From an optimization exercise on the open Yosys and OpenROAD flow, aimed at small area; shortcuts taken in it are not production practice.
At most, simulation tests tie the RTL to the original design; equivalence was not proved.
Function not checked in runs 6 and 7: the RTL went through the layout flow alone.
Power figures rest on the tool's default switching activity, not on a simulated workload.

==> flow/design.v <==
module gpc_round2 (
    input  wire       clk,
    input  wire       run,         
    input  wire [7:0] f,           
    input  wire       go,          
    input  wire       sgn,         
    input  wire [7:0] expo,        
    output wire [4:0] mi,          
    input  wire       mbit,        
    output wire       shift,       
    output wire       out          
);
    reg  [7:0] ip;
    always @(posedge clk)
        ip <= (f == 8'd0) ? ~expo : ip + 8'd1;
    wire in_m = run && (ip[7:5] == 3'b101) && !(ip[4] && ip[3]);
    assign mi = ip[4:0];
    wire mb = in_m && ((ip[4:0] == 5'd23) || mbit);      
    reg       d1, d2, d3, d4;
    reg [1:0] cy;
    wire [2:0] sum = {2'b00, mb} + {2'b00, d3} + {2'b00, d4} + {1'b0, cy};
    wire       p   = sum[0];
    wire       clr = (f[7:4] == 4'd0);
    always @(posedge clk) begin
        d1 <= mb;
        d2 <= d1;
        d3 <= d2;
        d4 <= d3;
        cy <= clr ? 2'd0 : sum[2:1];
    end
    reg  pp, st, rc, sn;
    wire first = (f == 8'd54);
    wire up    = pp && (st || p);             
    wire rce   = first ? up : rc;
    wire mag   = p ^ rce;
    wire sne   = first ? 1'b0 : sn;
    always @(posedge clk) begin
        pp <= p;
        st <= clr ? 1'b0 : (st | pp);
        rc <= p & rce;
        sn <= sne | mag;
    end
    assign shift = run && (f >= 8'd54) && (f < 8'd190);
    assign out   = go && (mag ^ (sgn && sne));
endmodule
module gpcodec #(
    parameter integer CLK_KHZ = 1         
) (
    input  wire         clk,
    input  wire         rst,              
    input  wire         start,
    input  wire [7:0]   op_in,
    input  wire [1:0]   narg_in,
    input  wire [31:0]  a0_in,
    input  wire [31:0]  a1_in,
    input  wire [31:0]  a2_in,
    input  wire [4:0]   rx_sel,
    output wire         busy,
    output wire         done,
    output wire         fail,
    output wire         rvalid,
    output wire [2:0]   rkind,
    output wire [3:0]   fcode,
    output wire [31:0]  cmd,
    output wire [7:0]   rx_byte,
    output wire [5:0]   rxlen,
    output wire [7:0]   r_byte,
    output wire [15:0]  r_u16,
    output wire [8:0]   r_acc_x,
    output wire [8:0]   r_acc_y,
    output wire [8:0]   r_acc_z,
    output wire [31:0]  r_tbits,
    output wire [31:0]  r_hbits,
    output wire [135:0] r_tc100,
    output wire         r_tc100_valid,
    output wire [135:0] r_hc100,
    output wire         r_hc100_valid,
    output wire         req_valid,
    output wire [1:0]   req_kind,
    output wire [6:0]   req_addr,
    input  wire         rsp_valid,
    input  wire         rsp_last,
    input  wire         rsp_fault,
    input  wire [7:0]   rsp_data
);
    localparam [2:0] IDLE = 3'b000, DONE = 3'b001, ENGINE = 3'b010,
                     WRITING = 3'b100, SETTLE = 3'b101, AWAIT_BYTE = 3'b110,
                     AWAIT_BLOCK = 3'b111;
    localparam [2:0] K_NONE = 3'd0, K_DIGITAL = 3'd1, K_ANALOG = 3'd2, K_DISTANCE = 3'd3,
                     K_ACCEL = 3'd4, K_CLOCK = 3'd5, K_TEMP_HUM = 3'd6, K_LEDMASK = 3'd7;
    localparam [2:0] F_NONE = 3'd0, F_ILLEGAL_OP = 3'd1, F_WRITE = 3'd2, F_RDBYTE = 3'd3,
                     F_RDBLOCK = 3'd4, F_SHORT = 3'd5;
    localparam integer DLY_W0 = $clog2(600 * CLK_KHZ + 1);
    localparam integer CNT_W  = (DLY_W0 > 10) ? DLY_W0 : 10;
    localparam [7:0] OP_DREAD = 8'd1, OP_DWRITE = 8'd2, OP_AREAD = 8'd3, OP_AWRITE = 8'd4,
                     OP_PINMODE = 8'd5, OP_USREAD = 8'd7, OP_ACCREAD = 8'd20,
                     OP_CLKREAD = 8'd30, OP_DHTREAD = 8'd40, OP_LB_INIT = 8'd50,
                     OP_LB_ORIENT = 8'd51, OP_LB_LEVEL = 8'd52, OP_LB_SETONE = 8'd53,
                     OP_LB_TOGGLE = 8'd54, OP_LB_SETALL = 8'd55, OP_LB_GETALL = 8'd56;
    function automatic is_legal(input [7:0] op);
        case (op)
            OP_DREAD, OP_DWRITE, OP_AREAD, OP_AWRITE, OP_PINMODE, OP_USREAD, OP_ACCREAD,
            OP_CLKREAD, OP_DHTREAD, OP_LB_INIT, OP_LB_ORIENT, OP_LB_LEVEL, OP_LB_SETONE,
            OP_LB_TOGGLE, OP_LB_SETALL, OP_LB_GETALL: is_legal = 1'b1;
            default: is_legal = 1'b0;
        endcase
    endfunction
    function automatic is_read(input [7:0] op);
        case (op)
            OP_DREAD, OP_AREAD, OP_USREAD, OP_ACCREAD, OP_CLKREAD, OP_DHTREAD,
            OP_LB_GETALL: is_read = 1'b1;
            default: is_read = 1'b0;
        endcase
    endfunction
    function automatic [2:0] kind_of(input [7:0] op);
        case (op)
            OP_DREAD:     kind_of = K_DIGITAL;
            OP_AREAD:     kind_of = K_ANALOG;
            OP_USREAD:    kind_of = K_DISTANCE;
            OP_ACCREAD:   kind_of = K_ACCEL;
            OP_CLKREAD:   kind_of = K_CLOCK;
            OP_DHTREAD:   kind_of = K_TEMP_HUM;
            OP_LB_GETALL: kind_of = K_LEDMASK;
            default:      kind_of = K_NONE;
        endcase
    endfunction
    function automatic [9:0] delay_ms(input [7:0] op);
        case (op)
            OP_DREAD, OP_ACCREAD, OP_CLKREAD: delay_ms = 10'd100;
            OP_USREAD, OP_LB_GETALL:          delay_ms = 10'd200;
            OP_DHTREAD:                       delay_ms = 10'd600;
            default:                          delay_ms = 10'd0;
        endcase
    endfunction
    function automatic [5:0] min_len(input [7:0] op);
        case (op)
            OP_AREAD, OP_USREAD, OP_LB_GETALL: min_len = 6'd3;
            OP_ACCREAD:                        min_len = 6'd4;
            OP_DHTREAD:                        min_len = 6'd9;
            default:                           min_len = 6'd1;
        endcase
    endfunction
    function automatic [8:0] sb(input [7:0] v);
        sb = (v <= 8'd32) ? {1'b0, v} : (9'd224 - {1'b0, v});
    endfunction
    reg [2:0]       phase;
    reg [2:0]       fc;               
    reg [31:0]      cmd_r;
    reg [CNT_W-1:0] cnt;              
    reg [5:0]       len;
    reg [7:0]       rx [0:31];
    reg [271:0]     counts;           
    wire [7:0] op = cmd_r[31:24];
    assign busy      = phase[2] || (phase == ENGINE);
    assign done      = (phase == DONE);
    assign fail      = done && (fc != F_NONE);
    assign rvalid    = done && (fc == F_NONE);
    assign fcode     = {1'b0, fc};
    assign cmd       = cmd_r;
    assign req_valid = phase[2] && (phase != SETTLE);
    assign req_kind  = req_valid ? {phase[1], phase[0] | ~phase[1]} : 2'd0;
    assign req_addr  = 7'h04;
    wire accept   = start && !busy;
    wire rsp_end  = rsp_valid && rsp_last;
    wire rsp_beat = rsp_valid && !rsp_last && (phase == AWAIT_BLOCK);
    wire short    = (len < min_len(op));
    wire [7:0] enc_p0 = (narg_in > 2'd0) ? a0_in[7:0] : 8'd0;
    wire [7:0] enc_p1 = (narg_in > 2'd1) ? a1_in[7:0] : 8'd0;
    wire [7:0] enc_p2 = (op_in == OP_LB_SETALL) ? ((narg_in > 2'd1) ? a1_in[15:8] : 8'd0)
                                                : ((narg_in > 2'd2) ? a2_in[7:0]  : 8'd0);
    wire [CNT_W-1:0] settle_end = delay_ms(op) * CLK_KHZ;
    always @(posedge clk) begin
        cnt <= (accept || rsp_end) ? {CNT_W{1'b0}} : cnt + 1'b1;
        if (rst) begin
            phase <= IDLE;
        end else begin
            case (phase)
                IDLE, DONE: begin
                    if (accept) begin
                        cmd_r <= {op_in, enc_p0, enc_p1, enc_p2};
                        len   <= 6'd0;
                        if (is_legal(op_in)) begin
                            phase <= WRITING;
                            fc    <= F_NONE;
                        end else begin
                            phase <= ENGINE;
                            fc    <= F_ILLEGAL_OP;
                        end
                    end
                end
                WRITING: begin
                    if (rsp_end) begin
                        if (rsp_fault) begin
                            phase <= ENGINE;
                            fc    <= F_WRITE;
                        end else if (is_read(op)) begin
                            phase <= SETTLE;
                        end else begin
                            phase <= ENGINE;
                        end
                    end
                end
                SETTLE: begin
                    if (cnt == settle_end)
                        phase <= AWAIT_BYTE;
                end
                AWAIT_BYTE: begin
                    if (rsp_end) begin
                        if (rsp_fault) begin
                            phase <= ENGINE;
                            fc    <= F_RDBYTE;
                        end else if (op == OP_DREAD) begin
                            phase <= ENGINE;
                        end else begin
                            phase <= AWAIT_BLOCK;
                        end
                    end
                end
                AWAIT_BLOCK: begin
                    if (rsp_beat && !len[5])
                        len <= len + 1'b1;
                    if (rsp_end) begin
                        phase <= ENGINE;
                        if (rsp_fault) begin
                            fc  <= F_RDBLOCK;
                            len <= 6'd0;
                        end else if (short) begin
                            fc  <= F_SHORT;
                            len <= 6'd0;
                        end
                    end
                end
                ENGINE: begin
                    if (cnt[8:0] == 9'h1FF)
                        phase <= DONE;
                end
                default: phase <= IDLE;
            endcase
        end
    end
    wire wr_byte = (phase == AWAIT_BYTE) && rsp_end;
    always @(posedge clk) begin
        if (rsp_beat && !len[5])
            rx[len[4:0]] <= rsp_data;
        else if (wr_byte)
            rx[0] <= rsp_data;
    end
    wire       engine = (phase == ENGINE);
    wire       slot   = cnt[8];                  
    wire       dht_ok = (op == OP_DHTREAD) && (fc == F_NONE);
    wire       f_sgn  = slot ? rx[8][7] : rx[4][7];
    wire [7:0] f_exp  = slot ? {rx[8][6:0], rx[7][7]} : {rx[4][6:0], rx[3][7]};
    wire       f_go   = dht_ok && (f_exp != 8'hFF) && (f_exp >= 8'd119);
    wire [4:0] mi;
    wire       shift, cbit;
    wire [4:0] rd_sel = engine ? {2'b00, slot, mi[4:3] + 2'd1} : rx_sel;
    wire [7:0] rd_byte = rx[rd_sel];
    gpc_round2 u_round (
        .clk(clk), .run(engine), .f(cnt[7:0]), .go(f_go), .sgn(f_sgn), .expo(f_exp),
        .mi(mi), .mbit(rd_byte[mi[2:0]]), .shift(shift), .out(cbit)
    );
    always @(posedge clk)
        if (shift)
            counts <= {cbit, counts[271:1]};
    wire [2:0] kind = rvalid ? kind_of(op) : K_NONE;
    wire k_u16 = (kind == K_ANALOG) || (kind == K_DISTANCE);
    wire k_led = (kind == K_LEDMASK);
    wire k_acc = (kind == K_ACCEL);
    wire k_th  = (kind == K_TEMP_HUM);
    wire [31:0] t_bits = {rx[4], rx[3], rx[2], rx[1]};
    wire [31:0] h_bits = {rx[8], rx[7], rx[6], rx[5]};
    assign rkind         = kind;
    assign rxlen         = len;
    assign rx_byte       = ({1'b0, rx_sel} < len) ? rd_byte : 8'd0;
    assign r_byte        = (kind == K_DIGITAL) ? rx[0] : 8'd0;
    assign r_u16         = k_u16 ? {rx[1], rx[2]} : k_led ? {rx[2], rx[1]} : 16'd0;
    assign r_acc_x       = k_acc ? sb(rx[1]) : 9'd0;
    assign r_acc_y       = k_acc ? sb(rx[2]) : 9'd0;
    assign r_acc_z       = k_acc ? sb(rx[3]) : 9'd0;
    assign r_tbits       = k_th ? t_bits : 32'd0;
    assign r_hbits       = k_th ? h_bits : 32'd0;
    assign r_tc100       = counts[135:0];
    assign r_hc100       = counts[271:136];
    assign r_tc100_valid = k_th && (t_bits[30:23] != 8'hFF);
    assign r_hc100_valid = k_th && (h_bits[30:23] != 8'hFF);
endmodule
==> flow/flow/run.sh <==
#!/bin/bash
# Standard ORFS layout, with smaller port buffers and a clock tree without dummy loads.
set -euo pipefail
export BUFFER_PORTS_ARGS="-buffer_cell sky130_fd_sc_hd__buf_1"
export CTS_ARGS="-sink_clustering_enable -repair_clock_nets -dont_use_dummy_load -buf_list sky130_fd_sc_hd__clkbuf_4"
bash standard.sh > standard.log 2>&1
==> flow/standard.sh <==
#!/bin/bash
# synth_recipe.tcl (not shown) runs the flow's synth.tcl, then flattens the netlist and writes it again
# the make line also repeats each setting of config.mk as NAME=value (left out here)
make -C /OpenROAD-flow-scripts/flow DESIGN_CONFIG=/design/flow/config.mk WORK_HOME=/design/flow/orfs CLKGATE_MAP_FILE= SYNTH_SCRIPT=/design/flow/synth_recipe.tcl "${@:-finish}"
==> flow/config.mk <==
export PLATFORM = sky130hd
export DESIGN_NAME = gpcodec
export DESIGN_NICKNAME = gpcodec
export VERILOG_FILES = /design/flow/design.v
export SDC_FILE = /design/flow/constraint.sdc
export NUM_CORES = 4
export LEC_CHECK = 0
export CAP_MARGIN = 20
export CORE_MARGIN = 2
export CORE_UTILIZATION = 40
export PLACE_DENSITY = 0.6
export SLEW_MARGIN = 20
==> flow/constraint.sdc <==
create_clock -name core_clock -period 20.0 [get_ports {clk}]
set_input_delay 4.0000 -clock core_clock [delete_from_list [all_inputs] [get_ports {clk}]]
set_output_delay 4.0000 -clock core_clock [all_outputs]
set_load 0.01 [all_outputs]
==> run_results.csv, run 1 <==
group,metric,value,unit
floorplan,io_pins,581,
logic_synthesis,ys_types,73,
setup_path,path_class,"primary input to primary output",
detailed_routing,vias,16850,
detailed_routing,avgViaCountPerCell,5.537,
global_route,antenna_found_initial,5,
logic_synthesis,async_flop_share,0,%
logic_synthesis,syn_inst,1647,
finish,final_common_cell,"edfxtp_1",
worst_hold_path,hold_path_class,"register to register",
sta,fin_tns_setup,0,ns
detailed_routing,ant_nets,0,
detailed_routing,drt-initial-drc-count,1409,
logic_synthesis,synth-edff-count,569,
cts,clkLatencyLatePin,1.05,ns
logic_synthesis,synth_top_cell_by_area,"edfxtp_1",
logic_synthesis,ys.warnings.count,2,
setup_path,cp_data_required_time,16.00,ns
power_and_ir_drop,p_total,2.778,mW
global_route,grt_max_degree,194,
floorplan,die_h,249.7,um
detailed_routing,wirelength,75.65,mm
sta,max_slew_margin,19.34,%
sta,slew_viol_final,0,
sta,fin_crit_sh,57.31,%
finish,final_area,28080,um^2
cts,cts_max_path_buffers,3,
cts,cts_htree_levels,4,
sta,rsz0062_at_grt,"no",
logic_synthesis,synth_top_area_share,70.73,%
logic_synthesis,yosys-top-cells-area,"edfxtp_1 (71%), mux2i_1 (3.0%), dfxtp_1 (2.6%)",
logic_synthesis,synthesis.area,24160,um^2
placed_design,gp_congestion,0.8973,
cts,cts_buffers,155,
placed_design,dpl.hpwl,53.03,mm
logic_synthesis,synth-seq-cells,600,
sta,hold_viol,0,
setup_path,critical_path_arrival,7.46,ns
finish,finalNetCount,2402,
setup_path,worstPathMaxFanout,38,
sta,finalSetupViolCount,0,
finish,syn2layout_area_growth,16.24,%
detailed_routing,wire_per_inst,24.86,um
setup_path,startpoint_type,"primary input",
finish,most-common-layout-cells,"edfxtp_1 (569), buf_1 (506), clkbuf_4 (155), nor2_1 (147), nand2_1 (139)",
cts,cts_tree,"yes",
detailed_routing,drc,0,
global_route,grt-busiest-layer,"met2",
cts,root_buffer,"clkbuf_4",
logic_synthesis,synth_top_flop_cell,"edfxtp_1",
setup_path,reg2reg_from,"phase[2]",
sta,fmax,87.24,MHz
sta,period_needed,11.46,ns
placed_design,dp_slack,8.744,ns
global_route,overflow,0,
power_and_ir_drop,power_leakage,8.429,nW
placed_design,dpl_cell_area,26880,um^2
global_route,gr-usage-all-layers,23.69,%
cts,cts.sinks,600,
global_route,met1_usage,28.78,%
logic_synthesis,avgSynthCellArea,14.67,um^2
setup_path,crit_start,"rx_sel[2]",
cts,ctsHoldBuffers,0,
floorplan,start_util,40.25,%
worst_hold_path,min_from,"u_round.d1",
floorplan,dieArea,62370,um^2
sta,worst_slack,8.537,ns
sta,fin_worst_skew,0.1240,ns
finish,drive_gt1_share,9.539,%
floorplan,rows,90,
floorplan,die_x,249.7,um
cts,ctsResizeCount,0,
power_and_ir_drop,powerDensity,98.93,nW/um^2
sta,tightest_slew,1.210,ns
cts,clkTransAtPathRegs,0.06,ns
job,maxCapViolations,0,
cts,post_cts_buffers,0,
logic_synthesis,ys_seq_area_share,73.30,%
global_route,grt_pass1_vias,16200,
global_route,grt_pass1_wl,108.0,mm
run_status,status,"finished clean",
sta,fin_hold_ws,0.3306,ns
global_route,grt_util_met2,38.77,%
detailed_routing,firstDrtPassIters,6,
setup_path,worstSetupEndpointType,"primary output",
floorplan,core-area,60020,um^2
global_route,use_met3,8.521,%
placed_design,portBuffers,508,
power_and_ir_drop,vdd_drop_max,64.14,uV
registers in the layout, summed over array words and instances, names as in the netlist, 2 cells and up:
signal	count
u_round.ip	8
phase	3
fc	3
rx	256
len	6
counts	272
cnt	10
cmd_r	32
u_round.cy	2
worst paths after layout:
kind	endpoint	slack, ns	cells past startpoint
max	rx_byte[1]	8.54	9
min	u_round.d2	0.33	0
max reg2reg	counts[271]	13.53	17
min reg2reg	u_round.d2	0.33	0
through the flow:
step,cells,utilization [%]
2_1_floorplan,1653,-
3_3_place_gp,2880,44.78
3_5_place_dp,2880,44.78
4_1_cts,3035,46.72
5_1_grt,3042,46.78
6_report,3043,46.78
worst max-delay path, cell delays in order:
cell	delay (ns)
buf_1	0.74
a21o_1	0.20
buf_4	0.47
mux2i_1	0.26
mux2i_1	0.14
a2111oi_0	0.94
nor4_1	0.21
nor2b_1	0.27
buf_1	0.18
power by group:
part           internal [mW]  switching, mW  leakage [nW]
Sequential              1.40         0.0414          4.62
Clock                  0.351          0.438         0.713
Combinational          0.178          0.373          3.09
Yosys cell counts (11+ instances only):
library cell / number
nand3_1: 47
a31oi_1: 13
nand4_1: 12
clkbuf_1: 48
nand2b_1: 12
buf_2: 21
a211oi_1: 28
xnor2_1: 23
mux2i_1: 72
nand2_1: 139
edfxtp_1: 569
inv_1: 38
nor2_1: 150
a22o_1: 24
nor4_1: 15
nor2b_1: 20
dfxtp_1: 31
o21ai_0: 26
nor3_1: 34
ha_1: 19
and3_1: 11
and2_1: 79
buf_4: 15
a21oi_1: 53
layout make-up:
| type | count | area (um^2) |
|---|---|---|
| Fill cell | 5394 | 31940 |
| Sequential cell | 600 | 17710 |
| Multi-Input combinational cell | 923 | 5909 |
| Timing Repair Buffer | 538 | 2160 |
| Clock buffer | 155 | 1164 |
| Tap cell | 782 | 978.4 |
| Inverter | 38 | 142.6 |
| Antenna cell | 7 | 17.52 |
cells by family after synthesis:
group	Yosys count	share of synthesized area (%)
AOI/OAI and AO/OA	225	6.568
muxes	88	4.227
adders and majority gates	21	1.150
buffers and inverters	130	2.455
xor gates and xnor gates	29	1.051
DFF	600	73.30
and+or+nand+nor	552	11.21
other	2	0.03109
layer usage:
metal / vias to the layer above / share of wire [%]
met5: - / 0.053
met4: 6 / 2.7
met3: 150 / 11
met2: 952 / 48
met1: 8337 / 38
li1: 7403 / -
==> inputs of run 2 (changes only) <==
==> flow/flow/run.sh (replaced) <==
#!/bin/bash
# Standard ORFS layout, with smaller port buffers and a clock tree without dummy loads.
set -euo pipefail
export BUFFER_PORTS_ARGS="-buffer_cell sky130_fd_sc_hd__buf_1"
export CTS_ARGS="-sink_clustering_enable -repair_clock_nets -dont_use_dummy_load -buf_list sky130_fd_sc_hd__clkbuf_8"
bash standard.sh > standard.log 2>&1
==> run_results.csv, run 2 <==
group,metric,value,unit
global_route,gr-usage-all-layers,23.28,%
floorplan,dieArea,62370,um^2
logic_synthesis,synthesis.area,24160,um^2
sta,hold_viol,0,
finish,reg_top3,"counts (272), rx (256), cmd_r (32)",
cts,ctsResizeCount,0,
logic_synthesis,ys_seq_area_share,73.30,%
setup_path,cp_top_family,"buffers and inverters",
sta,fmax,86.89,MHz
logic_synthesis,synth_common_cells,"edfxtp_1 (569), nor2_1 (150), nand2_1 (139)",
setup_path,worstPathMaxFanout,38,
run_status,status,"finished clean",
logic_synthesis,yosysMostFrequentCell,"edfxtp_1",
logic_synthesis,ys.warnings.count,2,
cts,cts.sinks,600,
job,maxCapViolations,0,
logic_synthesis,async_flop_share,0,%
detailed_routing,wirelength,74.96,mm
floorplan,rows,90,
logic_synthesis,synth_top_area_share,70.73,%
placed_design,dp.cells,2880,
finish,seq_area,17710,um^2
sta,fin_hold_ws,0.3251,ns
global_route,grt_max_degree,194,
setup_path,cp_num_buf_inv,3,
floorplan,start_util,40.25,%
finish,largest_register_ffs,272,
power_and_ir_drop,powerDensity,100.7,nW/um^2
detailed_routing,drt-initial-drc-count,1458,
cts,clkTransAtPathRegs,0.06,ns
setup_path,startpoint_type,"primary input",
setup_path,reg2reg_from,"phase[2]",
detailed_routing,vias,16470,
cts,cts_max_path_buffers,3,
global_route,grt_pass1_vias,15780,
cts,post_cts_buffers,0,
finish,fin_cells,2981,
sta,fin_worst_skew,0.09606,ns
logic_synthesis,synth-seq-cells,600,
finish,final.fill_count,5319,
sta,fin_crit_sh,57.54,%
logic_synthesis,syn_inst,1647,
logic_synthesis,yosys-top-cells-area,"edfxtp_1 (71%), mux2i_1 (3.0%), dfxtp_1 (2.6%)",
sta,period_needed,11.51,ns
detailed_routing,wire_per_inst,25.15,um
detailed_routing,drc,0,
setup_path,path_class,"primary input to primary output",
cts,cts_buffers,98,
global_route,overflow,0,
setup_path,crit_chain,"buf_1 > a21o_1 > buf_4 > mux2i_1 > mux2i_1 > a2111oi_0 > nor4_1 > nor2b_1 > buf_1",
floorplan,die_x,249.7,um
cts,root_buffer,"clkbuf_8",
worst_hold_path,min_from,"u_round.d2",
global_route,antenna_found_initial,3,
finish,drive_gt1_share,7.192,%
cts,ctsHoldBuffers,0,
sta,max_slew_margin,22.17,%
finish,finalNetCount,2345,
placed_design,gp_congestion,0.8973,
logic_synthesis,ys_types,73,
finish,final_common_cell,"edfxtp_1",
sta,slew_viol_final,0,
logic_synthesis,avgSynthCellArea,14.67,um^2
sta,finalSetupViolCount,0,
finish,most-common-layout-cells,"edfxtp_1 (569), buf_1 (506), nor2_1 (147), nand2_1 (139), clkbuf_8 (98)",
sta,rsz0062_at_grt,"no",
placed_design,portBuffers,508,
logic_synthesis,synth_top_cell_by_area,"edfxtp_1",
global_route,grt_pass1_wl,106.9,mm
floorplan,core-area,60020,um^2
floorplan,die_h,249.7,um
setup_path,crit_start,"rx_sel[2]",
finish,multi_input_area,5909,um^2
power_and_ir_drop,vdd_drop_max,48.63,uV
worst_hold_path,hold_path_class,"register to register",
power_and_ir_drop,power_leakage,8.423,nW
sta,tightest_slew,1.167,ns
detailed_routing,firstDrtPassIters,8,
setup_path,cp_data_required_time,16.00,ns
finish,syn2layout_area_growth,16.98,%
cts,cts_htree_levels,3,
sta,fin_tns_setup,0,ns
detailed_routing,ant_nets,0,
placed_design,dpl.hpwl,53.03,mm
setup_path,critical_path_arrival,7.51,ns
logic_synthesis,synth_top_flop_cell,"edfxtp_1",
finish,regMostFlops,"counts",
logic_synthesis,synth-edff-count,569,
setup_path,worstSetupEndpointType,"primary output",
floorplan,io_pins,581,
setup_path,critPathSlowestCell,"a2111oi_0",
cts,clkLatencyLatePin,0.70,ns
cts,cts_tree,"yes",
detailed_routing,avgViaCountPerCell,5.525,
setup_path,crit_path_max_incr_delay,0.98,ns
-- run 2: worst paths after layout --
check,to,slack [ns],cells past startpoint
setup / recovery,rx_byte[1],8.49,9
hold / removal,u_round.d3,0.33,0
setup reg to reg,counts[271],13.50,17
hold reg to reg,u_round.d3,0.33,0
-- run 2: kinds of logic (layout without fill, tap and decap cells) --
logic type,Yosys count,in the layout,synth area share (%)
compound gates,225,225,6.568
xor+xnor,29,29,1.051
fa+ha+maj,21,21,1.150
buf+inv,130,674,2.455
flops,600,600,73.30
mux,88,88,4.227
other cells,2,10,0.03109
simple gates,552,552,11.21
-- run 2: layer usage --
metal | global-route usage, % | up-vias | share of wire [%] | wire [um]
li1 | - | 7237 | - | -
met1 | 29.15 | 8195 | 38 | 28790
met2 | 38.75 | 891 | 49 | 36370
met3 | 7.196 | 141 | 10 | 7740
met4 | 7.040 | 6 | 2.7 | 2025
met5 | 0 | - | 0.053 | 40
-- run 2: layout make-up --
| cell class | count | share of cell area, % |
|---|---|---|
| Clock buffer | 98 | 4.773 |
| Tap cell | 782 | 3.462 |
| Sequential cell | 600 | 62.66 |
| Antenna cell | 2 | 0.01771 |
| Multi-Input combinational cell | 923 | 20.91 |
| Timing Repair Buffer | 538 | 7.669 |
| Inverter | 38 | 0.5048 |
-- run 2: stage by stage --
step                cell area (um^2)  power, mW  util (%)  setup slack [ns]
global placement               26870      1.997     44.78             8.820
finish                         28260      2.846     47.08             8.491
CTS                            28220      2.862     47.03             8.691
global route                   28250      2.960     47.07             8.559
floorplan                      24180      1.818         -             6.485
detailed placement             26880      2.003     44.78             8.744
-- run 2: report_power, final --
part	leakage (nW)	internal (mW)	switching (mW)
sequential	4.62	1.40	0.0407
combinational	3.10	0.178	0.372
clock	0.705	0.429	0.429
total	8.42	2.00	0.842
-- run 2: worst register-to-register path, cell delays in order (launching register included) --
cell	delay, ns
dfxtp_1	0.71
or3b_1	0.33
buf_4	0.45
a21o_1	0.19
buf_4	0.48
mux2i_1	0.28
mux2i_1	0.14
a2111oi_0	0.98
nor4_1	0.23
a221oi_1	0.37
a2111oi_2	0.17
ha_1	0.34
fa_1	0.54
o21ai_0	0.10
o21ai_0	0.16
ha_1	0.27
xnor2_1	0.14
a2111oi_0	0.39
==> inputs of run 3 (changes only) <==
==> flow/run.sh (new file) <==
#!/bin/bash
# synth_recipe.tcl (not shown) runs the flow's synth.tcl, then flattens the netlist and writes it again
# the make line also repeats each setting of config.mk as NAME=value (left out here)
make -C /OpenROAD-flow-scripts/flow DESIGN_CONFIG=/design/flow/config.mk WORK_HOME=/design/flow/orfs CLKGATE_MAP_FILE= SYNTH_SCRIPT=/design/flow/synth_recipe.tcl finish
removed: flow/flow/run.sh
removed: flow/standard.sh
==> run_results.csv, run 3 <==
group,metric,value,unit
run_status,status,"finished clean",
setup_path,reg2reg_from,"phase[2]",
global_route,grt_max_degree,213,
worst_hold_path,hold_path_class,"register to register",
sta,tightest_slew,1.230,ns
worst_hold_path,min_from,"u_round.d1",
power_and_ir_drop,powerDensity,101.6,nW/um^2
setup_path,critPathSlowestCell,"a21o_1",
cts,cts.sinks,600,
setup_path,worstSetupEndpointType,"primary output",
finish,final_core_util,53.78,%
setup_path,r2r_end,"counts[271]",
finish,syn2layout_area_growth,33.63,%
placed_design,dp_slack,7.862,ns
detailed_routing,avgViaCountPerCell,5.449,
cts,ctsResizeCount,0,
floorplan,die_x,249.7,um
cts,post_cts_buffers,0,
detailed_routing,vias,16350,
sta,worst_slack,7.726,ns
setup_path,rr_worst_depth,17,
global_route,overflow,0,
logic_synthesis,synth_top_cell_by_area,"edfxtp_1",
logic_synthesis,synth_top_area_share,70.73,%
logic_synthesis,syn_inst,1647,
logic_synthesis,yosysMostFrequentCell,"edfxtp_1",
setup_path,cp_data_required_time,16.00,ns
finish,largest_register_ffs,272,
detailed_routing,wire_per_inst,25.74,um
floorplan,core-area,60020,um^2
cts,cts_htree_levels,3,
setup_path,crit_chain,"clkdlybuf4s50_1 > buf_4 > a21o_1 > buf_4 > nor3_1 > o41ai_1 > o221ai_1 > nor4_1 > clkdlybuf4s50_1",
worst_hold_path,whs_endpoint,"u_round.d2",
sta,finalSetupViolCount,0,
cts,cts_max_path_buffers,3,
logic_synthesis,ys_types,73,
floorplan,dieArea,62370,um^2
sta,slew_viol_final,0,
setup_path,worstPathMaxFanout,26,
sta,rsz0062_at_grt,"no",
setup_path,path_class,"primary input to primary output",
finish,diodes,0,
cts,clkTransAtPathRegs,0.06,ns
global_route,antenna_found_initial,0,
cts,ctsHoldBuffers,0,
logic_synthesis,synth-seq-cells,600,
logic_synthesis,async_flop_share,0,%
detailed_routing,ant_nets,0,
sta,fin_tns_setup,0,ns
finish,drive_gt1_share,7.214,%
setup_path,crit_path_max_incr_delay,0.90,ns
placed_design,dpl.hpwl,55.44,mm
detailed_routing,wirelength,77.22,mm
global_route,gr-usage-all-layers,23.99,%
global_route,grt_pass1_vias,15790,
finish,most-common-layout-cells,"edfxtp_1 (569), clkdlybuf4s50_1 (505), nor2_1 (147), nand2_1 (139), and2_1 (79)",
global_route,grt_pass1_wl,110.3,mm
power_and_ir_drop,p_total,3.278,mW
detailed_routing,firstDrtPassIters,5,
setup_path,startpoint_type,"primary input",
cts,cts_tree,"yes",
logic_synthesis,synth_common_cells,"edfxtp_1 (569), nor2_1 (150), nand2_1 (139)",
sta,fmax,81.48,MHz
detailed_routing,drc,0,
cts,clkLatencyLatePin,0.60,ns
power_and_ir_drop,vdd_drop_max,79.29,uV
setup_path,critical_path_arrival,8.27,ns
floorplan,start_util,40.25,%
sta,max_slew_margin,17.59,%
logic_synthesis,yosys-top-cells-area,"edfxtp_1 (71%), mux2i_1 (3.0%), dfxtp_1 (2.6%)",
logic_synthesis,ys_seq_area_share,73.30,%
finish,finalNetCount,2311,
logic_synthesis,ys.warnings.count,2,
sta,hold_viol,0,
finish,regMostFlops,"counts",
finish,reg_top3,"counts (272), rx (256), cmd_r (32)",
setup_path,reg2reg_slack,13.34,ns
power_and_ir_drop,power_leakage,10.22,nW
logic_synthesis,synth_top_flop_cell,"edfxtp_1",
logic_synthesis,avgSynthCellArea,14.67,um^2
sta,fin_crit_sh,61.37,%
cts,cts_buffers,67,
placed_design,gp_congestion,0.8919,
placed_design,portBuffers,508,
logic_synthesis,synthesis.area,24160,um^2
logic_synthesis,synth-edff-count,569,
placed_design,dpl_cell_area,30010,um^2
floorplan,die_h,249.7,um
detailed_routing,drt-initial-drc-count,1283,
finish,final_common_cell,"edfxtp_1",
floorplan,io_pins,581,
cts,root_buffer,"clkbuf_16",
finish,final_area,32280,um^2
floorplan,rows,90,
job,maxCapViolations,0,
sta,period_needed,12.27,ns
worst_hold_path,whs_path_depth,0,
sta,fin_worst_skew,0.02057,ns
run 3: where the power goes:
| part | internal, mW | switching, mW | total, mW |
|---|---|---|---|
| Sequential | 1.40 | 0.0421 | 1.44 |
| Combinational | 0.220 | 0.369 | 0.590 |
| Clock | 0.741 | 0.510 | 1.25 |
run 3: cell type report:
cell class | instances | area [um^2]
Clock buffer | 82 | 1775
Clock inverter | 40 | 449.2
Fill cell | 4913 | 27740
Inverter | 38 | 142.6
Multi-Input combinational cell | 923 | 5908
Sequential cell | 600 | 17710
Tap cell | 782 | 978.4
Timing Repair Buffer | 535 | 5318
run 3: worst max-delay path by stage:
stage,startpoint,end,slack (ns),depth (start not counted)
after CTS,rx_sel[1],rx_byte[0],7.85,10
final,rx_sel[0],rx_byte[7],7.73,9
after global routing,rx_sel[1],rx_byte[1],7.56,10
after floorplan,phase[2],counts[0],6.49,6
after detailed placement,rx_sel[1],rx_byte[0],7.86,10
after global placement,rx_sel[0],rx_byte[7],7.85,9
run 3: stage by stage:
stage               hold WS (ns)  instances
floorplan                 0.3096       1653
global placement          0.3124       2876
detailed placement        0.3191       2876
CTS                       0.3291       2998
global route              0.3322       3000
finish                    0.3278       3000
run 3: critical path, delay by kind of cell:
family,cells,cell delay [ns]
buf+inv,4,1.86
simple gates,2,0.77
compound gates,3,1.61
run 3: routing by layer:
layer  share of wire, %  track usage [%]
met1                 39            29.82
met2                 49            40.60
met3                8.7            7.270
met4                2.6            6.558
met5                  0                0
run 3: logic make-up (layout without fill, tap and decap cells):
group | after synthesis | after routing | share of synthesized area, %
AO/OA/AOI/OAI | 225 | 225 | 6.568
XOR/XNOR | 29 | 29 | 1.051
adder cells (fa/ha/maj) | 21 | 21 | 1.150
buffers and inverters | 130 | 695 | 2.455
flip-flops | 600 | 600 | 73.30
multiplexers | 88 | 88 | 4.227
other | 2 | 8 | 0.03109
AND/OR/NAND/NOR | 552 | 552 | 11.21
==> inputs of run 4 (changes only) <==
--- a/flow/design.v
+++ b/flow/design.v
@@ -12,5 +12,3 @@
 );
-    reg  [7:0] ip;
-    always @(posedge clk)
-        ip <= (f == 8'd0) ? ~expo : ip + 8'd1;
+    wire [7:0] ip = f + ~expo;
     wire in_m = run && (ip[7:5] == 3'b101) && !(ip[4] && ip[3]);
@@ -31,3 +29,3 @@
     reg  pp, st, rc, sn;
-    wire first = (f == 8'd54);
+    wire first = (f == 8'd53);
     wire up    = pp && (st || p);             
@@ -42,3 +40,3 @@
     end
-    assign shift = run && (f >= 8'd54) && (f < 8'd190);
+    assign shift = run && (f >= 8'd53) && (f < 8'd189);
     assign out   = go && (mag ^ (sgn && sne));
==> flow/flow/run.sh (new file) <==
#!/bin/bash
# Layout flow: the standard ORFS flow (standard.sh) with three changes, all
# aimed at cell area (the timing at 20 ns has a wide margin):
#  - synthesis maps the logic with an area-oriented ABC script (flow/area.abc)
#    instead of ORFS's speed script; everything else in the synthesis is the
#    standard one (synth_recipe.tcl), so the registers are the same;
#  - port buffers are sky130_fd_sc_hd__buf_1 instead of ORFS's default pick;
#  - the clock tree uses clkbuf cells of one size with larger sink clusters and
#    no dummy loads.
# Each tool's output is in standard.log and in orfs/logs/.
set -euo pipefail
work=$(pwd)

# synthesis script: the standard one, with the ABC script swapped
cat > "$work/synth_area.tcl" <<EOT
proc abc {args} {
  set i [lsearch -exact \$args -script]
  if {\$i >= 0} { set args [lreplace \$args [expr {\$i + 1}] [expr {\$i + 1}] $work/flow/area.abc] }
  yosys abc {*}\$args
}
source $work/synth_recipe.tcl
EOT
sed "s#$work/synth_recipe.tcl#$work/synth_area.tcl#" standard.sh > standard_area.sh
grep -q "synth_area.tcl" standard_area.sh

export BUFFER_PORTS_ARGS="-buffer_cell sky130_fd_sc_hd__buf_1"
export CTS_ARGS="-sink_clustering_enable -repair_clock_nets -dont_use_dummy_load -buf_list sky130_fd_sc_hd__clkbuf_4 -sink_clustering_size 9 -sink_clustering_max_diameter 60"
bash standard_area.sh > standard.log 2>&1
==> flow/flow/area.abc (new file) <==
strash
balance
rewrite
refactor
balance
rewrite
rewrite -z
balance
refactor -z
rewrite -z
balance
dch -f
amap
==> flow/standard.sh (new file) <==
#!/bin/bash
# synth_recipe.tcl (not shown) runs the flow's synth.tcl, then flattens the netlist and writes it again
# the make line also repeats each setting of config.mk as NAME=value (left out here)
make -C /OpenROAD-flow-scripts/flow DESIGN_CONFIG=/design/flow/config.mk WORK_HOME=/design/flow/orfs CLKGATE_MAP_FILE= SYNTH_SCRIPT=/design/flow/synth_recipe.tcl "${@:-finish}"
--- a/flow/config.mk
+++ b/flow/config.mk
@@ -9,4 +9,4 @@
 export CORE_MARGIN = 2
-export CORE_UTILIZATION = 40
-export PLACE_DENSITY = 0.6
+export CORE_UTILIZATION = 60
+export PLACE_DENSITY = 0.75
 export SLEW_MARGIN = 20
removed: flow/run.sh
==> run_results.csv, run 4 <==
group,metric,value,unit
placed_design,gp_congestion,0.9051,
power_and_ir_drop,powerDensity,90.60,nW/um^2
floorplan,dieArea,39310,um^2
placed_design,portBuffers,508,
logic_synthesis,async_flop_share,0,%
run_status,status,"finished clean",
logic_synthesis,yosysMostFrequentCell,"edfxtp_1",
job,maxCapViolations,0,
logic_synthesis,ys_seq_area_share,77.49,%
setup_path,worstPathMaxFanout,84,
finish,syn2layout_area_growth,14.75,%
power_and_ir_drop,power_leakage,7.091,nW
detailed_routing,firstDrtPassIters,8,
sta,period_needed,11.68,ns
global_route,gr-usage-all-layers,31.96,%
cts,post_cts_buffers,0,
logic_synthesis,ys.warnings.count,2,
logic_synthesis,synth_top_flop_cell,"edfxtp_1",
global_route,grt_pass1_wl,91.56,mm
placed_design,dpl_cell_area,25390,um^2
finish,largest_register_ffs,272,
logic_synthesis,synth_common_cells,"edfxtp_1 (569), nor2_1 (169), o221ai_1 (114)",
sta,finalSetupViolCount,0,
floorplan,io_pins,581,
setup_path,cp_data_required_time,16.00,ns
detailed_routing,ant_nets,0,
sta,fin_hold_ws,0.3368,ns
global_route,grt_max_degree,203,
floorplan,start_util,60.54,%
finish,final_common_cell,"edfxtp_1",
cts,clkTransAtPathRegs,0.10,ns
cts,root_buffer,"clkbuf_4",
floorplan,die_h,198.3,um
global_route,overflow,0,
logic_synthesis,synth-edff-count,569,
sta,fin_tns_setup,0,ns
finish,regMostFlops,"counts",
power_and_ir_drop,vdd_drop_max,52.05,uV
cts,clkLatencyLatePin,0.76,ns
global_route,grt_pass1_vias,14700,
logic_synthesis,synth_top_cell_by_area,"edfxtp_1",
worst_hold_path,hold_path_class,"register to register",
global_route,antenna_found_initial,2,
cts,cts_max_path_buffers,3,
finish,reg_top3,"counts (272), rx (256), cmd_r (32)",
detailed_routing,drt-initial-drc-count,1704,
detailed_routing,wire_per_inst,25.13,um
detailed_routing,wirelength,64.14,mm
finish,drive_gt1_share,5.294,%
setup_path,worstSetupEndpointType,"primary output",
sta,slew_viol_final,0,
detailed_routing,vias,15860,
detailed_routing,drc,0,
cts,cts_tree,"yes",
cts,cts_buffers,75,
finish,most-common-layout-cells,"edfxtp_1 (569), buf_1 (508), nor2_1 (168), o221ai_1 (114), clkinv_1 (81)",
floorplan,rows,71,
sta,rsz0062_at_grt,"no",
logic_synthesis,synth_top_area_share,75.46,%
floorplan,die_x,198.3,um
finish,finalNetCount,2195,
floorplan,core-area,37400,um^2
sta,fin_crit_sh,58.41,%
sta,fin_worst_skew,0.05600,ns
setup_path,startpoint_type,"primary input",
logic_synthesis,synth-seq-cells,592,
sta,tightest_slew,1.121,ns
sta,max_slew_margin,25.26,%
detailed_routing,avgViaCountPerCell,6.214,
logic_synthesis,synthesis.area,22640,um^2
logic_synthesis,yosys-top-cells-area,"edfxtp_1 (75%), o221ai_1 (4.4%), nor2_1 (2.8%)",
logic_synthesis,syn_inst,1434,
cts,ctsHoldBuffers,0,
placed_design,dpl.hpwl,44.42,mm
cts,ctsResizeCount,0,
logic_synthesis,avgSynthCellArea,15.79,um^2
sta,hold_viol,0,
cts,cts.sinks,592,
setup_path,path_class,"primary input to primary output",
cts,cts_htree_levels,3,
finish,final_area,25980,um^2
sta,fmax,85.59,MHz
setup_path,critical_path_arrival,7.68,ns
logic_synthesis,ys_types,46,
run 4: cell types whose count changed after synthesis, moves of 50 or more:
cell / delta
and2_1: -79
clkinv_1: +83
mux2i_1: -72
nand2_1: -107
nor2b_1: +50
o221ai_1: +111
run 4: where the power goes:
part | internal, mW | switching, mW | total (mW)
logic | 0.129 | 0.298 | 0.427
clock network | 0.173 | 0.372 | 0.545
registers | 1.37 | 0.0155 | 1.38
run 4: final cells by class:
cell class | instances | area, um^2
diodes | 1 | 2.502
clock buffers | 75 | 563.0
fillers | 2630 | 11420
inverters | 83 | 312.8
multi-input cells | 757 | 4795
flip-flops and latches | 592 | 17550
well taps | 511 | 639.4
repair buffers | 533 | 2125
run 4: cell families (layout without fill, tap and decap cells):
group | Yosys count | in the layout | synth area share (%)
buffers and inverters | 91 | 691 | 1.641
AO/OA/AOI/OAI | 324 | 324 | 10.86
AND/OR/NAND/NOR | 397 | 397 | 8.327
flip-flops | 592 | 592 | 77.49
other | 2 | 9 | 0.03317
adder cells (fa/ha/maj) | 28 | 28 | 1.647
run 4: metal layers:
layer / part of all wire [%] / global-route usage (%) / vias up / routed length (um)
li1: - / - / 6972 / -
met3: 12 / 9.828 / 138 / 7882
met5: 0.020 / 0 / - / 13
met1: 37 / 42.42 / 7728 / 23860
met4: 4.5 / 15.26 / 2 / 2894
met2: 46 / 48.60 / 1017 / 29490
run 4: worst paths after layout:
check                           startpoint          end  slack, ns  depth (start not counted)
worst max-delay path             rx_sel[0]   rx_byte[6]       8.32                         12
worst min-delay path            u_round.d1   u_round.d2       0.34                          0
worst max register to register      cnt[8]  counts[271]      11.41                         25
worst min register to register  u_round.d1   u_round.d2       0.34                          0
run 4: critical path: stages:
cell	delay [ns]
buf_1	0.15
nor2_1	0.10
a21oi_4	0.10
buf_4	0.53
clkinv_2	0.71
buf_4	0.63
o221ai_1	0.33
nand3_1	0.13
a32oi_1	0.39
o22ai_1	0.16
nor2b_1	0.18
buf_1	0.17
run 4: metrics by stage:
step	utilization, %	total power [mW]	cells	setup slack, ns
after floorplan	-	1.663	1440	1.918
after global placement	67.90	1.811	2475	8.480
after detailed placement	67.90	1.821	2475	8.420
after CTS	69.40	2.351	2550	8.417
after global routing	69.48	2.442	2552	8.133
final	69.48	2.354	2552	8.317
==> inputs of run 5 (changes only) <==
--- a/flow/flow/run.sh
+++ b/flow/flow/run.sh
@@ -26,3 +26,3 @@
 export BUFFER_PORTS_ARGS="-buffer_cell sky130_fd_sc_hd__buf_1"
-export CTS_ARGS="-sink_clustering_enable -repair_clock_nets -dont_use_dummy_load -buf_list sky130_fd_sc_hd__clkbuf_4 -sink_clustering_size 9 -sink_clustering_max_diameter 60"
+export CTS_ARGS="-sink_clustering_enable -repair_clock_nets -dont_use_dummy_load -buf_list sky130_fd_sc_hd__clkbuf_8 -sink_clustering_size 16 -sink_clustering_max_diameter 80"
 bash standard_area.sh > standard.log 2>&1
==> run_results.csv, run 5 <==
group,metric,value,unit
detailed_routing,avgViaCountPerCell,6.220,
finish,largest_register_ffs,272,
finish,seq_area,17550,um^2
detailed_routing,ant_nets,0,
cts,clkLatencyLatePin,0.64,ns
sta,fmax,85.46,MHz
placed_design,dpl.hpwl,44.42,mm
placed_design,dp.cells,2475,
setup_path,critPathSlowestCell,"clkinv_2",
setup_path,critical_path_arrival,7.70,ns
global_route,gr-usage-all-layers,31.57,%
cts,cts.sinks,592,
logic_synthesis,yosys-top-cells-area,"edfxtp_1 (75%), o221ai_1 (4.4%), nor2_1 (2.8%)",
sta,fin_worst_skew,0.07013,ns
cts,root_buffer,"clkbuf_8",
sta,max_slew_margin,25.73,%
floorplan,start_util,60.54,%
global_route,grt_pass1_wl,90.52,mm
placed_design,portBuffers,508,
floorplan,rows,71,
setup_path,worstSetupEndpointType,"primary output",
placed_design,gp_congestion,0.9051,
logic_synthesis,ys.warnings.count,2,
detailed_routing,drc,0,
detailed_routing,wire_per_inst,25.28,um
sta,finalSetupViolCount,0,
sta,fin_hold_ws,0.3347,ns
finish,reg_top3,"counts (272), rx (256), cmd_r (32)",
detailed_routing,firstDrtPassIters,6,
setup_path,cp_num_buf_inv,5,
finish,finalNetCount,2162,
finish,most-common-layout-cells,"edfxtp_1 (569), buf_1 (508), nor2_1 (168), o221ai_1 (114), clkinv_1 (81)",
sta,tightest_slew,1.114,ns
finish,final.fill_count,2623,
finish,regMostFlops,"counts",
power_and_ir_drop,vdd_drop_max,59.38,uV
sta,period_needed,11.70,ns
global_route,grt_max_degree,203,
floorplan,die_h,198.3,um
setup_path,rr_worst_depth,25,
cts,ctsResizeCount,0,
global_route,grt_pass1_vias,14480,
power_and_ir_drop,powerDensity,90.55,nW/um^2
cts,ctsHoldBuffers,0,
power_and_ir_drop,power_leakage,7.048,nW
logic_synthesis,ys_seq_area_share,77.49,%
logic_synthesis,synth_top_area_share,75.46,%
setup_path,path_class,"primary input to primary output",
floorplan,core-area,37400,um^2
finish,final_common_cell,"edfxtp_1",
setup_path,cp_data_required_time,16.00,ns
setup_path,crit_chain,"buf_1 > nor2_1 > a21oi_4 > buf_4 > clkinv_2 > buf_4 > o221ai_1 > nand3_1 > a32oi_1 > o22ai_1 > nor2b_1 > buf_1",
worst_hold_path,whs_path_depth,0,
run_status,status,"finished clean",
logic_synthesis,synth-edff-count,569,
sta,fin_crit_sh,58.51,%
cts,cts_tree,"yes",
floorplan,io_pins,581,
cts,clkTransAtPathRegs,0.09,ns
cts,post_cts_buffers,0,
finish,drive_gt1_share,3.737,%
cts,cts_max_path_buffers,3,
setup_path,cp_top_family,"buffers and inverters",
floorplan,die_x,198.3,um
detailed_routing,wirelength,63.67,mm
cts,cts_buffers,42,
logic_synthesis,synthesis.area,22640,um^2
setup_path,path_depth,12,
logic_synthesis,synth_common_cells,"edfxtp_1 (569), nor2_1 (169), o221ai_1 (114)",
finish,diodes,0,
setup_path,startpoint_type,"primary input",
cts,cts_htree_levels,2,
logic_synthesis,async_flop_share,0,%
finish,multi_input_area,4795,um^2
setup_path,crit_path_max_incr_delay,0.71,ns
detailed_routing,vias,15660,
worst_hold_path,hold_path_class,"register to register",
logic_synthesis,synth_top_flop_cell,"edfxtp_1",
finish,fin_cells,2518,
sta,rsz0062_at_grt,"no",
setup_path,worstPathMaxFanout,84,
global_route,overflow,0,
logic_synthesis,ys_types,46,
logic_synthesis,syn_inst,1434,
logic_synthesis,yosysMostFrequentCell,"edfxtp_1",
logic_synthesis,synth_top_cell_by_area,"edfxtp_1",
detailed_routing,drt-initial-drc-count,1636,
logic_synthesis,synth-seq-cells,592,
floorplan,dieArea,39310,um^2
sta,slew_viol_final,0,
logic_synthesis,avgSynthCellArea,15.79,um^2
job,maxCapViolations,0,
sta,fin_tns_setup,0,ns
sta,hold_viol,0,
finish,syn2layout_area_growth,14.82,%
global_route,antenna_found_initial,0,
run 5: changes by cell type in the layout (fill, tap and decap cells not counted):
cell / change
buf_16: +1
clkbuf_16: -1
clkbuf_8: +42
diode_2: -1
clkbuf_4: -75
run 5: cells by family (layout without fill, tap and decap cells):
kind of cell / count (synthesis) / in the layout / synth area share (%)
buf+inv: 91 / 658 / 1.641
fa+ha+maj: 28 / 28 / 1.647
simple gates: 397 / 397 / 8.327
other cells: 2 / 8 / 0.03317
compound gates: 324 / 324 / 10.86
flops: 592 / 592 / 77.49
run 5: layout make-up:
type                       count  area share [%]
inverter                      83           1.203
tap                          511           2.459
multi-input combinational    757           18.44
clock buffer                  42           2.223
sequential                   592           67.49
timing repair buffer         533           8.181
run 5: metrics by stage:
step / worst slack [ns] / power (mW) / instance area [um^2] / util [%]
floorplan: 1.918 / 1.663 / 22670 / -
global placement: 8.480 / 1.811 / 25390 / 67.90
detailed placement: 8.420 / 1.821 / 25390 / 67.90
CTS: 8.419 / 2.350 / 25970 / 69.44
global route: 8.143 / 2.432 / 26000 / 69.52
finish: 8.298 / 2.354 / 26000 / 69.52
run 5: where the power goes:
part | switching, mW | leakage (nW) | internal (mW)
combinational | 0.297 | 2.18 | 0.130
clock | 0.356 | 0.302 | 0.189
sequential | 0.0155 | 4.56 | 1.37
total | 0.669 | 7.05 | 1.69
run 5: per-layer routing:
metal	GRT usage (%)	up-vias	part of all wire, %
li1	-	6859	-
met1	41.58	7690	37
met2	48.72	962	46
met3	9.726	152	12
met4	14.23	0	5.0
met5	0	-	0
run 5: final timing paths:
kind,start,endpoint,slack [ns]
worst max-delay path,rx_sel[0],rx_byte[6],8.30
worst min-delay path,u_round.d1,u_round.d2,0.33
worst max register to register,cnt[8],counts[271],11.43
worst min register to register,u_round.d1,u_round.d2,0.33
==> inputs of run 6 (changes only) <==
--- a/flow/design.v
+++ b/flow/design.v
@@ -231,3 +231,3 @@
                 ENGINE: begin
-                    if (cnt[8:0] == 9'h1FF)
+                    if (cnt[9:8] == 2'b10 && cnt[7:0] == 8'hFF)
                         phase <= DONE;
@@ -238,11 +238,17 @@
     end
-    wire wr_byte = (phase == AWAIT_BYTE) && rsp_end;
-    always @(posedge clk) begin
-        if (rsp_beat && !len[5])
-            rx[len[4:0]] <= rsp_data;
-        else if (wr_byte)
-            rx[0] <= rsp_data;
+    wire wr_byte  = (phase == AWAIT_BYTE) && rsp_end;
+    wire [5:0] rot_sum = {1'b0, cnt[4:0]} + {1'b0, len[4:0]};
+    wire rot      = (phase == ENGINE) && (cnt[9:5] == 5'd0) && (len[4:0] != 5'd0) && !rot_sum[5];
+    wire rx_shift = (rsp_beat && !len[5]) || wr_byte || rot;
+    integer i;
+    always @(posedge clk) begin
+        if (rx_shift) begin
+            for (i = 0; i < 31; i = i + 1)
+                rx[i] <= rx[i + 1];
+            rx[31] <= rot ? rx[0] : rsp_data;
+        end
     end
     wire       engine = (phase == ENGINE);
-    wire       slot   = cnt[8];                  
+    wire       slot   = cnt[9];                  
+    wire       run    = engine && (cnt[9] ^ cnt[8]);
     wire       dht_ok = (op == OP_DHTREAD) && (fc == F_NONE);
@@ -256,3 +262,3 @@
     gpc_round2 u_round (
-        .clk(clk), .run(engine), .f(cnt[7:0]), .go(f_go), .sgn(f_sgn), .expo(f_exp),
+        .clk(clk), .run(run), .f(cnt[7:0]), .go(f_go), .sgn(f_sgn), .expo(f_exp),
         .mi(mi), .mbit(rd_byte[mi[2:0]]), .shift(shift), .out(cbit)
@@ -272,3 +278,3 @@
     assign rx_byte       = ({1'b0, rx_sel} < len) ? rd_byte : 8'd0;
-    assign r_byte        = (kind == K_DIGITAL) ? rx[0] : 8'd0;
+    assign r_byte        = (kind == K_DIGITAL) ? rx[31] : 8'd0;
     assign r_u16         = k_u16 ? {rx[1], rx[2]} : k_led ? {rx[2], rx[1]} : 16'd0;
==> run_results.csv, run 6 <==
group,metric,value,unit
setup_path,crit_path_max_incr_delay,1.10,ns
cts,ctsResizeCount,0,
setup_path,cp_num_buf_inv,5,
power_and_ir_drop,p_total,2.568,mW
setup_path,critical_path_arrival,8.77,ns
sta,fin_worst_skew,0.06563,ns
logic_synthesis,synth_compound_area_share,9.506,%
worst_hold_path,hold_path_class,"register to register",
logic_synthesis,synthMuxAreaShare,0,%
cts,cts_max_path_buffers,3,
sta,rsz0062_at_grt,"no",
sta,slew_viol_final,0,
floorplan,start_util,60.46,%
job,maxCapViolations,0,
detailed_routing,ant_nets,0,
finish,syn2layout_area_growth,14.76,%
detailed_routing,avgViaCountPerCell,6.071,
placed_design,dpl_cell_area,25310,um^2
logic_synthesis,synth_xor_area_share,0,%
floorplan,dieArea,39260,um^2
global_route,grt_pass1_wl,85.57,mm
detailed_routing,drc,0,
finish,reg_top3,"counts (272), rx (256), cmd_r (32)",
logic_synthesis,synth_top_flop_cell,"edfxtp_1",
floorplan,rows,71,
logic_synthesis,async_flop_share,0,%
detailed_routing,drt-initial-drc-count,1907,
finish,multi_input_area,4601,um^2
setup_path,crit_chain,"buf_1 > nand2_1 > buf_4 > clkinv_1 > nor2_1 > nor4_1 > nand3b_1 > nor4b_1 > o211ai_1 > clkinv_1 > o32ai_1 > nor2_1 > buf_1",
sta,hold_viol,0,
logic_synthesis,synthesis.area,22610,um^2
cts,ctsHoldBuffers,0,
global_route,antenna_found_initial,2,
finish,most-common-layout-cells,"edfxtp_1 (569), buf_1 (508), nor2_1 (179), clkinv_1 (127), nand2_1 (76)",
detailed_routing,vias,15520,
global_route,gr-usage-all-layers,29.84,%
cts,cts_htree_levels,2,
placed_design,dpl.hpwl,43.50,mm
cts,post_cts_buffers,0,
logic_synthesis,synth_top_area_share,75.56,%
sta,fin_tns_setup,0,ns
placed_design,portBuffers,508,
logic_synthesis,synth-simple-area-share,8.565,%
global_route,grt_max_degree,99,
run_status,status,"finished clean",
logic_synthesis,synth_common_cells,"edfxtp_1 (569), nor2_1 (179), clkinv_1 (127)",
cts,root_buffer,"clkbuf_8",
power_and_ir_drop,powerDensity,98.95,nW/um^2
finish,final_core_util,69.39,%
cts,cts_buffers,43,
sta,finalSetupViolCount,0,
setup_path,worstPathMaxFanout,24,
cts,cts.sinks,592,
global_route,overflow,0,
logic_synthesis,yosysMostFrequentCell,"edfxtp_1",
logic_synthesis,yosys-top-cells-area,"edfxtp_1 (76%), nor2_1 (3.0%), clkinv_1 (2.1%)",
sta,max_slew_margin,18.97,%
detailed_routing,wirelength,60.50,mm
cts,clkLatencyLatePin,0.66,ns
sta,fin_crit_sh,63.84,%
floorplan,io_pins,581,
finish,final.fill_count,2590,
floorplan,die_x,198.1,um
logic_synthesis,synth_top_cell_by_area,"edfxtp_1",
floorplan,die_h,198.1,um
floorplan,core-area,37400,um^2
cts,clkTransAtPathRegs,0.09,ns
power_and_ir_drop,vdd_drop_max,54.14,uV
detailed_routing,wire_per_inst,23.66,um
placed_design,gp_congestion,0.9637,
logic_synthesis,synth_top_family_by_area,"compound AO/OA/AOI/OAI gates",
setup_path,startpoint_type,"primary input",
setup_path,cp_top_family,"simple AND/OR/NAND/NOR gates",
logic_synthesis,synth-adder-area-share,1.926,%
logic_synthesis,synth-seq-cells,592,
logic_synthesis,avgSynthCellArea,15.33,um^2
finish,final_area,25950,um^2
cts,cts_tree,"yes",
logic_synthesis,syn_inst,1475,
finish,seq_area,17550,um^2
detailed_routing,firstDrtPassIters,8,
sta,fin_hold_ws,0.3365,ns
setup_path,cp_data_required_time,16.00,ns
logic_synthesis,ys.warnings.count,3,
sta,fmax,78.32,MHz
setup_path,worstSetupEndpointType,"primary output",
power_and_ir_drop,power_leakage,7.406,nW
finish,regMostFlops,"counts",
logic_synthesis,ys_seq_area_share,77.60,%
sta,period_needed,12.77,ns
logic_synthesis,ys_types,47,
finish,largest_register_ffs,272,
finish,drive_gt1_share,3.374,%
finish,final_common_cell,"edfxtp_1",
sta,tightest_slew,1.211,ns
logic_synthesis,synth-edff-count,569,
setup_path,path_class,"primary input to primary output",
finish,finalNetCount,2205,
setup_path,critPathSlowestCell,"nor2_1",
global_route,grt_pass1_vias,14140,
run 6: changes by cell type in the layout (fill, tap and decap cells not counted), sizes merged, moves of 29 or more:
cell | previous run | this run
o221ai | 114 | 1
nand3 | 49 | 14
nand2 | 32 | 76
a22oi | 0 | 29
clkinv | 82 | 127
run 6: logic make-up (layout without fill, tap and decap cells):
logic type / Yosys count / in the layout
compound gates: 295 / 295
fa+ha+maj: 33 / 33
buf+inv: 135 / 699
flops: 592 / 592
other cells: 2 / 9
simple gates: 418 / 418
run 6: per-stage QoR:
| step | worst slack (ns) | cells |
|---|---|---|
| after floorplan | 2.861 | 1481 |
| after global placement | 7.720 | 2511 |
| after detailed placement | 7.633 | 2511 |
| after CTS | 7.607 | 2554 |
| after global routing | 7.274 | 2556 |
| final | 7.232 | 2557 |
run 6: layer usage:
layer  GRT usage [%]  share of wire, %
met5               0                 0
met3           9.896                14
met2           46.51                46
met1           39.41                36
met4           11.08               4.0
run 6: report_power, final:
part	leakage [nW]	switching, mW	total [mW]	internal [mW]
combinational	2.45	0.284	0.392	0.108
clock	0.309	0.357	0.550	0.194
sequential	4.65	0.101	1.63	1.53
run 6: worst reg2reg max path: cells and delay by family (launching register included):
| kind | cells | cell delay, ns |
|---|---|---|
| AOI/OAI and AO/OA | 14 | 3.94 |
| and+or+nand+nor | 8 | 2.31 |
| adders and majority gates | 4 | 1.44 |
| buffers and inverters | 4 | 1.23 |
| DFF | 1 | 0.66 |
run 6: cell type report:
type | count | area share, %
Inverter | 127 | 1.837
Sequential cell | 592 | 67.62
Antenna cell | 1 | 0.009643
Clock buffer | 43 | 2.281
Tap cell | 511 | 2.464
Timing Repair Buffer | 529 | 8.062
Multi-Input combinational cell | 754 | 17.73
run 6: worst paths after layout:
kind / from / endpoint / slack [ns] / cells past startpoint
worst min-delay path: u_round.d1 / u_round.d2 / 0.34 / 0
worst max-delay path: rx_sel[4] / rx_byte[1] / 7.23 / 13
worst max register to register: cnt[9] / counts[271] / 10.18 / 30
worst min register to register: u_round.d1 / u_round.d2 / 0.34 / 0
==> inputs of run 7 (changes only) <==
--- a/flow/flow/area.abc
+++ b/flow/flow/area.abc
@@ -1,2 +1,5 @@
 strash
+&get -n
+&deepsyn -T 60
+&put
 balance
--- a/flow/config.mk
+++ b/flow/config.mk
@@ -9,4 +9,4 @@
 export CORE_MARGIN = 2
-export CORE_UTILIZATION = 60
-export PLACE_DENSITY = 0.75
+export CORE_UTILIZATION = 75
+export PLACE_DENSITY = 0.85
 export SLEW_MARGIN = 20
==> run_results.csv, run 7 <==
group,metric,value,unit
setup_path,startpoint_type,"primary input",
logic_synthesis,synth-simple-area-share,8.323,%
floorplan,start_util,76.08,%
power_and_ir_drop,vdd_drop_max,69.79,uV
logic_synthesis,synth-seq-cells,592,
sta,finalSetupViolCount,0,
logic_synthesis,synthesis.area,22490,um^2
detailed_routing,drc,0,
setup_path,rr_worst_depth,28,
finish,drive_gt1_share,3.123,%
cts,cts_buffers,42,
worst_hold_path,hold_path_class,"register to register",
sta,slew_viol_final,0,
setup_path,path_depth,16,
floorplan,rows,63,
finish,final_common_cell,"edfxtp_1",
setup_path,crit_path_max_incr_delay,0.70,ns
sta,fin_hold_ws,0.3354,ns
global_route,grt_max_degree,184,
logic_synthesis,avgSynthCellArea,15.16,um^2
placed_design,portBuffers,508,
logic_synthesis,async_flop_share,0,%
cts,cts_htree_levels,2,
finish,reg_top3,"counts (272), rx (256), cmd_r (32)",
logic_synthesis,synth_top_area_share,75.98,%
setup_path,cp_top_family,"simple AND/OR/NAND/NOR gates",
logic_synthesis,synth_common_cells,"edfxtp_1 (569), nor2_1 (207), clkinv_1 (146)",
logic_synthesis,ys_types,52,
detailed_routing,avgViaCountPerCell,7.206,
sta,tightest_slew,1.316,ns
setup_path,cp_data_required_time,16.00,ns
finish,largest_register_ffs,272,
logic_synthesis,synthMuxAreaShare,0,%
detailed_routing,drt-initial-drc-count,3642,
sta,rsz0062_at_grt,"no",
setup_path,critical_path_arrival,9.16,ns
finish,final_area,25630,um^2
floorplan,dieArea,31390,um^2
logic_synthesis,synth-adder-area-share,1.936,%
detailed_routing,wire_per_inst,31.55,um
logic_synthesis,syn_inst,1483,
sta,period_needed,13.16,ns
cts,ctsResizeCount,0,
logic_synthesis,synth_top_cell_by_area,"edfxtp_1",
setup_path,crit_top_cell,"clkinv_1",
global_route,gr-usage-all-layers,49.25,%
logic_synthesis,ys.warnings.count,3,
sta,fin_worst_skew,0.05101,ns
sta,hold_viol,0,
cts,cts_max_path_buffers,3,
cts,clkTransAtPathRegs,0.10,ns
floorplan,die_h,177.2,um
sta,fin_crit_sh,65.80,%
global_route,grt_pass1_vias,16280,
sta,max_slew_margin,11.97,%
cts,root_buffer,"clkbuf_8",
global_route,overflow,0,
setup_path,critPathSlowestCell,"a221oi_1",
logic_synthesis,yosysMostFrequentCell,"edfxtp_1",
logic_synthesis,synth_top_family_by_area,"compound AO/OA/AOI/OAI gates",
setup_path,worstSetupEndpointType,"primary output",
logic_synthesis,yosys-top-cells-area,"edfxtp_1 (76%), nor2_1 (3.5%), clkinv_1 (2.4%)",
logic_synthesis,ys_seq_area_share,78.02,%
worst_hold_path,whs_path_depth,0,
power_and_ir_drop,power_leakage,8.083,nW
placed_design,gp_congestion,1.031,
sta,fmax,75.99,MHz
cts,clkLatencyLatePin,0.63,ns
finish,syn2layout_area_growth,13.96,%
setup_path,crit_chain,"buf_1 > clkinv_1 > a221oi_1 > clkinv_1 > nor2_1 > clkinv_1 > nand3_1 > clkinv_1 > nor3_1 > o221ai_1 > a211o_1 > a2111oi_0 > nand2_1 > o21ai_0 > nor2_1 > buf_1",
placed_design,dpl.hpwl,52.71,mm
job,maxCapViolations,0,
detailed_routing,ant_nets,0,
sta,fin_tns_setup,0,ns
placed_design,dpl_cell_area,25030,um^2
finish,most-common-layout-cells,"edfxtp_1 (569), buf_1 (508), nor2_1 (206), clkinv_1 (146), nand2_1 (82)",
logic_synthesis,synth_compound_area_share,8.980,%
global_route,antenna_found_initial,5,
detailed_routing,wirelength,77.18,mm
logic_synthesis,synth_top_flop_cell,"edfxtp_1",
setup_path,worstPathMaxFanout,14,
cts,cts_tree,"yes",
global_route,grt_pass1_wl,109.1,mm
logic_synthesis,synth-edff-count,569,
finish,regMostFlops,"counts",
logic_synthesis,synth_xor_area_share,0,%
cts,ctsHoldBuffers,0,
detailed_routing,vias,17630,
detailed_routing,firstDrtPassIters,15,
run_status,status,"finished clean",
cts,cts.sinks,592,
floorplan,core-area,29560,um^2
setup_path,cp_num_buf_inv,6,
floorplan,die_x,177.2,um
setup_path,path_class,"primary input to primary output",
cts,post_cts_buffers,0,
finish,finalNetCount,2209,
floorplan,io_pins,581,
power_and_ir_drop,powerDensity,113.5,nW/um^2
run 7: metal layers:
metal  global-route usage [%]  part of all wire [%]  vias to the layer above
met2                    74.37                    44                     2273
li1                         -                     -                     6776
met4                    35.30                    10                        0
met1                    59.96                    29                     7999
met5                    1.923                     0                        -
met3                    16.60                    17                      578
run 7: cell families after synthesis:
kind of cell,after synthesis
DFF,592
and+or+nand+nor,424
AOI/OAI and AO/OA,278
buffers and inverters,154
adders and majority gates,33
other,2
run 7: final timing paths:
kind	end	slack (ns)	start
worst max-delay path	rx_byte[2]	6.84	rx_sel[2]
worst min-delay path	u_round.d4	0.34	u_round.d3
worst max register to register	counts[271]	10.62	cnt[9]
worst min register to register	u_round.d4	0.34	u_round.d3
run 7: cell type report:
cell class                 instances  area (um^2)
tap                              390        488.0
sequential                       592        17550
fill                            1163         3930
multi-input combinational        743         4397
clock buffer                      42        578.1
timing repair buffer             526         2054
inverter                         146        548.0
antenna                            7        17.52
run 7: stage by stage:
stage	std cells	power [mW]	worst slack [ns]	util, %
4_1_cts	2439	2.832	7.250	86.64
3_3_place_gp	2397	2.259	7.544	84.68
2_1_floorplan	1489	2.140	3.422	-
5_1_grt	2443	2.956	6.708	86.68
6_report	2446	2.910	6.840	86.70
3_5_place_dp	2397	2.294	7.373	84.68
run 7: where the power goes:
part	internal [mW]	switching (mW)
logic	0.131	0.408
registers	1.63	0.176
clock network	0.190	0.374
total	1.95	0.958

[port drivers added, routing unchanged]
How much do the figures lean on ideal ports? The routed layouts below were timed once more, with nothing changed but the port constraints.
Step 1 sets driving cells, clkbuf_16 on the clock port and buf_2 on the other inputs (assumed; they add their load-dependent delay and slew).
Step 2, shift: input delay + t, output delay - t, t = (earliest + latest rising clock arrival at the registers) / 2. This alone moves slack from input paths to output paths.
Slacks: ideal / step 1 / step 2; pairs: ideal / step 1.
run | t, ns | setup WS [ns] | hold WS [ns] | worst setup path after step 2 | worst data-port slew with drivers (ns)
run 1 | 1.039 | 8.537 / 8.507 / 8.507 | 0.331 / 0.331 / 0.331 | input to output | 0.07
run 2 | 0.712 | 8.491 / 8.460 / 8.460 | 0.325 / 0.325 / 0.325 | input to output | 0.08
run 3 | 0.651 | 7.726 / 7.702 / 7.702 | 0.328 / 0.328 / 0.328 | input to output | 0.06
run 4 | 0.799 | 8.317 / 8.293 / 8.293 | 0.337 / 0.337 / 0.337 | input to output | 0.04
run 5 | 0.664 | 8.298 / 8.274 / 8.274 | 0.335 / 0.335 / 0.335 | input to output | 0.04
run 6 | 0.676 | 7.232 / 7.207 / 7.207 | 0.337 / 0.337 / 0.337 | input to output | 0.12
run 7 | 0.659 | 6.840 / 6.728 / 6.728 | 0.335 / 0.335 / 0.335 | input to output | 0.13
After both steps setup and hold are still met in every run listed. For run 7, which loses most, drivers alone change the setup slack by -0.112 ns; drivers and shift together by -0.112 ns.
